Context: an optimization exercise on an open-source flow, tuned for small area, a short achievable clock period and few clock cycles per item. The choices shown serve that exercise and are no tape-out recipe.
RTL that was checked went through simulation tests only; none was proved equivalent to the original.
No activity file was given, so power comes from the tool's default toggle rates.

==> inputs of pepper <==
// rs_parity
module rs_parity (
    input  wire       clk,
    input  wire       rst,
    input  wire       s_valid,
    output wire       s_ready,
    input  wire [7:0] s_data,
    input  wire       s_last,
    input  wire [4:0] ecc_len,
    output wire       m_valid,
    input  wire       m_ready,
    output wire [7:0] m_data,
    output wire       m_last
);
make LEC_CHECK=0 CAP_MARGIN=20 CORE_MARGIN=2 CORE_UTILIZATION=50 CTS_CLUSTER_DIAMETER=100 CTS_CLUSTER_SIZE=24 PLACE_DENSITY=0.7 SETUP_SLACK_MARGIN=5.0 SLEW_MARGIN=30 SYNTH_HIERARCHICAL=1 finish   # period 8.0 ns
run.sh (not shown) runs the stock make flow with config.mk's settings and CLKGATE_MAP_FILE= SYNTH_SCRIPT=/design/flow/synth_recipe.tcl, a recipe that flattens the netlist after the stock synthesis.
==> inputs of willow, as changes to pepper <==
- TNS_END_PERCENT: unset -> 50
==> results.txt <==
- Between willow and pepper, the lower global-route usage is in pepper (gap 3.5 points).
- Against willow, the sequential power of pepper is smaller by about 0.8%.
- In pepper the wire length is lower than in willow, by 8.4%.
- Against pepper, the sequential share of layout area of willow is lower by 0.088 points.
- Flip-flop and latch count is the same in willow and pepper.
- Between willow and pepper, the lower non-clock buffer count is in pepper (gap 26).
- Synthesized cell count is the same in willow and pepper.
- Against pepper, the final cell count of willow is higher by 0.30%.
- Between willow and pepper, the lower final area is in pepper (gap about 0.27%, measured against pepper).
- Worst setup slack: pepper is higher than willow (0.048 ns).
- Of pepper and willow, pepper has the higher hold slack (gap 0.0027 ns).
==> figures <==
Result of the run: pepper finished clean; willow finished clean
Reg2reg start: pepper eoh[17]; willow eoh[27]
Detailed route wirelength on metal3: pepper 23,600 um; willow 26,900 um
Resized Gates After CTS: pepper 229; willow 231
Crit share post-route: pepper 38.2%; willow 38.8%
Worst Max-Slew Pin Slew: pepper 0.951 ns; willow 0.985 ns
Comb group: pepper 14.6 mW; willow 15.0 mW
Register-to-Register Setup Slack: pepper 4.94 ns; willow 4.90 ns
Detailed-placement wirelength estimate: pepper 128,000 um; willow 135,000 um
Share of final-layout standard cells stronger than drive strength 1: pepper 10.6%; willow 10.9%
Clock-pin slew on the worst setup and hold paths: pepper 0.09 ns; willow 0.10 ns
Met2 wire len: pepper 81,600 um; willow 85,600 um
Data required time of the worst path: pepper 8.38 ns; willow 8.37 ns
Total clock network power: pepper 2.14 mW; willow 2.01 mW
Layout clock buffers: pepper 56; willow 54
Non-clock buffer share of cell area: pepper 5.08%; willow 5.80%
Fin crit period: pepper 3.06 ns; willow 3.10 ns
Met1 demand-to-capacity share in global routing: pepper 52.0%; willow 56.9%
Lkg Pwr: pepper 20.6 nW; willow 20.8 nW
Vias in the first global route: pepper 39,251; willow 40,240
Clock power frac: pepper 9.3%; willow 8.6%
Area Growth Syn to Fin: pepper 14.3%; willow 14.6%
Share of cell area taken by multi-input logic gates: pepper 58.3%; willow 57.9%
Testbench counts of pepper, summed over its fixed seeds: cycles 12,602, bytes 12,345.
Testbench counts of willow, summed over its fixed seeds: cycles 12,602, bytes 12,345.

========
==> 11-14: inputs <==
Another version of the RTL of rs_parity (not shown whole).
clock: 8.0 ns
lec_check: 0
cap_margin: 20
core_margin: 2
core_utilization: 45
cts_cluster_diameter: 100
cts_cluster_size: 30
setup_slack_margin: 5.0
slew_margin: 20
synth_hierarchical: 1
standard.sh (not shown) runs the stock make flow with config.mk's settings and CLKGATE_MAP_FILE= SYNTH_SCRIPT=/design/flow/synth_recipe.tcl, a recipe that flattens the netlist after the stock synthesis.
==> flow/flow/run.sh <==
#!/bin/bash
# Layout: the standard flow (standard.sh, unchanged synthesis and steps),
# with the port buffers that placement inserts made plain buffers
# (sky130_fd_sc_hd__buf_2) instead of the delay-cell buffer buffer_ports picks
# by default; the resizer can still size them. Every input and output port is
# still buffered. The whole make output goes to standard.log here; each tool's
# own log is under orfs/logs/.
set -euo pipefail
export BUFFER_PORTS_ARGS="-buffer_cell sky130_fd_sc_hd__buf_2"
bash standard.sh > standard.log 2>&1
==> 10-09 (differences from 11-14) <==
--- a/flow/design.v
+++ b/flow/design.v
@@ -77,10 +77,11 @@
     reg [8*EMAX-1:0] ob;
     reg [4:0]  ob_e;        
     reg [4:0]  ob_n;        
     reg [4:0]  ob_r;        
     reg        s_ready_r, m_valid_r, m_last_r;
+    reg        ob_free_r;
     reg [7:0]  m_data_r;
     wire [7:0] head_t, head_p, rem0;
     wire [26:0] s_data_x;
     gf_aside_inv u_r0  (.ax(rem0x), .a(rem0));
     assign s_data_x[0] = s_data[2] ^ s_data[4] ^ s_data[6] ^ s_data[7];
@@ -116,22 +117,28 @@
     assign head_p[3] = head_t[2] ^ head_t[3];
     assign head_p[4] = head_t[1] ^ head_t[5] ^ head_t[6] ^ head_t[7];
     assign head_p[5] = head_t[7];
     assign head_p[6] = head_t[1] ^ head_t[2] ^ head_t[4] ^ head_t[7];
     assign head_p[7] = head_t[1] ^ head_t[4] ^ head_t[5] ^ head_t[7];
-    wire ob_free  = (ob_n == ob_e);
+    wire ob_free  = ob_free_r;    
     wire go       = !done || ob_free;
     wire step     = in_v && go;
     wire xfer     = done && ob_free;
     wire accept   = s_valid && s_ready_r;
     wire out_fire = m_valid_r && m_ready;
     wire       in_v_n   = accept || (in_v && !step);
     wire       done_n   = (step && in_last) || (done && !xfer);
     wire [4:0] ob_e_n   = xfer ? done_e : ob_e;
     wire [4:0] ob_n_n   = xfer ? 5'd0 : ob_n + {4'd0, out_fire};
-    wire [4:0] ob_r_n   = (xfer || ob_r == EMAX - 1) ? 5'd0 : ob_r + 5'd1;
-    wire       ob_free_n = (ob_n_n == ob_e_n);
+    wire [4:0] ob_r_inc = (ob_r == EMAX - 1) ? 5'd0 : ob_r + 5'd1;
+    wire [4:0] ob_r_n   = xfer ? 5'd0 : ob_r_inc;
+    wire       n_eq1    = (ob_n + 5'd1 == ob_e);
+    wire       n_eq2    = (ob_n + 5'd2 == ob_e);
+    wire       ob_free_n = !xfer && (out_fire ? n_eq1 : ob_free);
+    wire       m_valid_n = xfer || (!ob_free_n &&
+                           (out_fire ? (ob_r_inc == ob_n + 5'd1) : (ob_r_inc == ob_n)));
+    wire       m_last_n  = xfer ? (done_e == 5'd1) : (out_fire ? n_eq2 : n_eq1);
     assign head_t = xfer ? rem0 : ob[15:8];
     wire [18*15-1:18] gtab_a =
         ({252{eoh[0]}} & 252'h000000000000000000000000000000000000000000000000000000000000000) |
         ({252{eoh[1]}} & 252'h00000000000000000000000000000000000000000000000000000000002DA05) |
         ({252{eoh[2]}} & 252'h0000000000000000000000000000000000000000000000000000003CA17C46D) |
@@ -263,21 +270,23 @@
             ob_n      <= 5'd0;
             ob_r      <= 5'd0;
             s_ready_r <= 1'b1;
             m_valid_r <= 1'b0;
             m_last_r  <= 1'b0;
+            ob_free_r <= 1'b1;
         end else begin
             in_v      <= in_v_n;
             if (accept)
                 inblk <= !s_last;
             done      <= done_n;
             ob_e      <= ob_e_n;
             ob_n      <= ob_n_n;
             ob_r      <= ob_r_n;
             s_ready_r <= !in_v_n || !done_n || ob_free_n;
-            m_valid_r <= !ob_free_n && (ob_r_n == ob_n_n);
-            m_last_r  <= (ob_n_n == ob_e_n - 5'd1);
+            ob_free_r <= ob_free_n;
+            m_valid_r <= m_valid_n;
+            m_last_r  <= m_last_n;
         end
     end
     assign s_ready = s_ready_r;
     assign m_valid = m_valid_r;
     assign m_data  = m_data_r;
==> flow/run.sh (new file) <==
#!/bin/bash
# synth_recipe.tcl (not shown) runs the flow's synth.tcl, then flattens the netlist and writes it again
# the make line also repeats each setting of config.mk as NAME=value (left out here)
make -C /OpenROAD-flow-scripts/flow DESIGN_CONFIG=/design/flow/config.mk WORK_HOME=/design/flow/orfs CLKGATE_MAP_FILE= SYNTH_SCRIPT=/design/flow/synth_recipe.tcl finish
- CTS_CLUSTER_SIZE: 30 -> 24
removed: flow/flow/run.sh
removed: flow/standard.sh
==> 10-22 (differences from 11-14) <==
--- a/flow/design.v
+++ b/flow/design.v
@@ -77,10 +77,11 @@
     reg [8*EMAX-1:0] ob;
     reg [4:0]  ob_e;        
     reg [4:0]  ob_n;        
     reg [4:0]  ob_r;        
     reg        s_ready_r, m_valid_r, m_last_r;
+    reg        ob_free_r;
     reg [7:0]  m_data_r;
     wire [7:0] head_t, head_p, rem0;
     wire [26:0] s_data_x;
     gf_aside_inv u_r0  (.ax(rem0x), .a(rem0));
     assign s_data_x[0] = s_data[2] ^ s_data[4] ^ s_data[6] ^ s_data[7];
@@ -116,22 +117,28 @@
     assign head_p[3] = head_t[2] ^ head_t[3];
     assign head_p[4] = head_t[1] ^ head_t[5] ^ head_t[6] ^ head_t[7];
     assign head_p[5] = head_t[7];
     assign head_p[6] = head_t[1] ^ head_t[2] ^ head_t[4] ^ head_t[7];
     assign head_p[7] = head_t[1] ^ head_t[4] ^ head_t[5] ^ head_t[7];
-    wire ob_free  = (ob_n == ob_e);
+    wire ob_free  = ob_free_r;    
     wire go       = !done || ob_free;
     wire step     = in_v && go;
     wire xfer     = done && ob_free;
     wire accept   = s_valid && s_ready_r;
     wire out_fire = m_valid_r && m_ready;
     wire       in_v_n   = accept || (in_v && !step);
     wire       done_n   = (step && in_last) || (done && !xfer);
     wire [4:0] ob_e_n   = xfer ? done_e : ob_e;
     wire [4:0] ob_n_n   = xfer ? 5'd0 : ob_n + {4'd0, out_fire};
-    wire [4:0] ob_r_n   = (xfer || ob_r == EMAX - 1) ? 5'd0 : ob_r + 5'd1;
-    wire       ob_free_n = (ob_n_n == ob_e_n);
+    wire [4:0] ob_r_inc = (ob_r == EMAX - 1) ? 5'd0 : ob_r + 5'd1;
+    wire [4:0] ob_r_n   = xfer ? 5'd0 : ob_r_inc;
+    wire       n_eq1    = (ob_n + 5'd1 == ob_e);
+    wire       n_eq2    = (ob_n + 5'd2 == ob_e);
+    wire       ob_free_n = !xfer && (out_fire ? n_eq1 : ob_free);
+    wire       m_valid_n = xfer || (!ob_free_n &&
+                           (out_fire ? (ob_r_inc == ob_n + 5'd1) : (ob_r_inc == ob_n)));
+    wire       m_last_n  = xfer ? (done_e == 5'd1) : (out_fire ? n_eq2 : n_eq1);
     assign head_t = xfer ? rem0 : ob[15:8];
     wire [18*15-1:18] gtab_a =
         ({252{eoh[0]}} & 252'h000000000000000000000000000000000000000000000000000000000000000) |
         ({252{eoh[1]}} & 252'h00000000000000000000000000000000000000000000000000000000002DA05) |
         ({252{eoh[2]}} & 252'h0000000000000000000000000000000000000000000000000000003CA17C46D) |
@@ -263,21 +270,23 @@
             ob_n      <= 5'd0;
             ob_r      <= 5'd0;
             s_ready_r <= 1'b1;
             m_valid_r <= 1'b0;
             m_last_r  <= 1'b0;
+            ob_free_r <= 1'b1;
         end else begin
             in_v      <= in_v_n;
             if (accept)
                 inblk <= !s_last;
             done      <= done_n;
             ob_e      <= ob_e_n;
             ob_n      <= ob_n_n;
             ob_r      <= ob_r_n;
             s_ready_r <= !in_v_n || !done_n || ob_free_n;
-            m_valid_r <= !ob_free_n && (ob_r_n == ob_n_n);
-            m_last_r  <= (ob_n_n == ob_e_n - 5'd1);
+            ob_free_r <= ob_free_n;
+            m_valid_r <= m_valid_n;
+            m_last_r  <= m_last_n;
         end
     end
     assign s_ready = s_ready_r;
     assign m_valid = m_valid_r;
     assign m_data  = m_data_r;
==> flow/run.sh (new file) <==
#!/bin/bash
# synth_recipe.tcl (not shown) runs the flow's synth.tcl, then flattens the netlist and writes it again
# the make line also repeats each setting of config.mk as NAME=value (left out here)
make -C /OpenROAD-flow-scripts/flow DESIGN_CONFIG=/design/flow/config.mk WORK_HOME=/design/flow/orfs CLKGATE_MAP_FILE= SYNTH_SCRIPT=/design/flow/synth_recipe.tcl finish
- CORE_UTILIZATION: 45 -> 50
- CTS_CLUSTER_SIZE: 30 -> 24
- PLACE_DENSITY: not set -> 0.8
- SLEW_MARGIN: 20 -> 30
removed: flow/flow/run.sh
removed: flow/standard.sh
==> qor summary <==
quantity                                                                      11-14        10-22        10-09
Status                                                     timing/DRC/antenna clean  timing/DRC/antenna clean  timing/DRC/antenna clean
Switching pwr                                                             0.01035 W    0.01100 W   0.009948 W
Post-synthesis share of cell area spent on and, or, nand and nor gates       0.2338       0.2917       0.2917
Final critical-path required period                                        3.121 ns     3.129 ns     3.111 ns
Area of combinational cells with multiple inputs                        31310 sq um  31510 sq um  30330 sq um
Maximum resistive drop on vdd                                             0.2537 mV    0.3185 mV    0.2794 mV
End point of the critical path                                              rem[18]      rem[69]     rem[114]
Dpl cell area                                                           48370 sq um  48330 sq um  48470 sq um
Tightest slew margin relative to the limit                                   0.2712       0.3503       0.3362
Cell depth of the worst flop-to-flop path                                         9           11            9
Multi-input logic portion of the cell area                                   0.5879       0.5835       0.5772
Height of the chip                                                         323.2 um     306.7 um     323.0 um
Fraction of layout cells with a size suffix above 1                          0.1817       0.1354       0.1049
Total combinational power                                                  0.0157 W     0.0163 W     0.0146 W
Worst slack, placed                                                        3.405 ns     3.886 ns     4.066 ns
Count of plain and timing-repair buffers in the layout                          277          320          275
Number of buffers and inverters on the critical path                              1            2            2
Number of instances in the synthesized netlist                                 5166         5688         5688
Critical path peak fanout                                                        32            8            8
Testbench counts of 10-09, summed over its fixed seeds: cycles 12,602, bytes 12,345.
Testbench counts of 10-22, summed over its fixed seeds: cycles 12,602, bytes 12,345.
Function not checked in 11-14: the RTL went through the layout flow alone.

## afterwards: timing with drivers on the ports
The results above use ideal ports. As a check the final layouts listed here were re-extracted and re-timed, cells and wires unchanged. Step 1 (the two cells are an assumption about what drives the block):
set clk [get_ports {clk}]
set_driving_cell -lib_cell sky130_fd_sc_hd__clkbuf_16 $clk
set_driving_cell -lib_cell sky130_fd_sc_hd__buf_2 [delete_from_list [all_inputs] $clk]
Step 2 times the ports against the registers' clock, not the clock port: input delays grow and output delays shrink by t, the midpoint of the rising clock arrivals with the driver on. a / b / c = ideal ports / drivers / drivers and shift; a / b = the first two.
run | shift t [ns] | setup slack, ns | worst hold slack (ns) | worst slew at a driven data input, ns
pepper | 0.715 | 4.944 / 4.944 / 4.380 | 0.427 / 0.427 / 0.427 | 0.05
willow | 0.710 | 4.896 / 4.837 / 4.424 | 0.424 / 0.424 / 0.424 | 0.04
11-14 | 0.718 | 4.879 / 4.879 / 4.341 | 0.428 / 0.428 / 0.428 | 0.04
10-09 | 0.715 | 4.889 / 4.889 / 4.388 | 0.410 / 0.410 / 0.410 | 0.12
10-22 | 0.713 | 4.871 / 4.871 / 4.429 | 0.384 / 0.384 / 0.384 | 0.07
After both steps setup and hold are still met in every run listed. The setup slack of pepper, which loses most, moves by 0.000 ns with the drivers and by -0.564 ns with both steps.
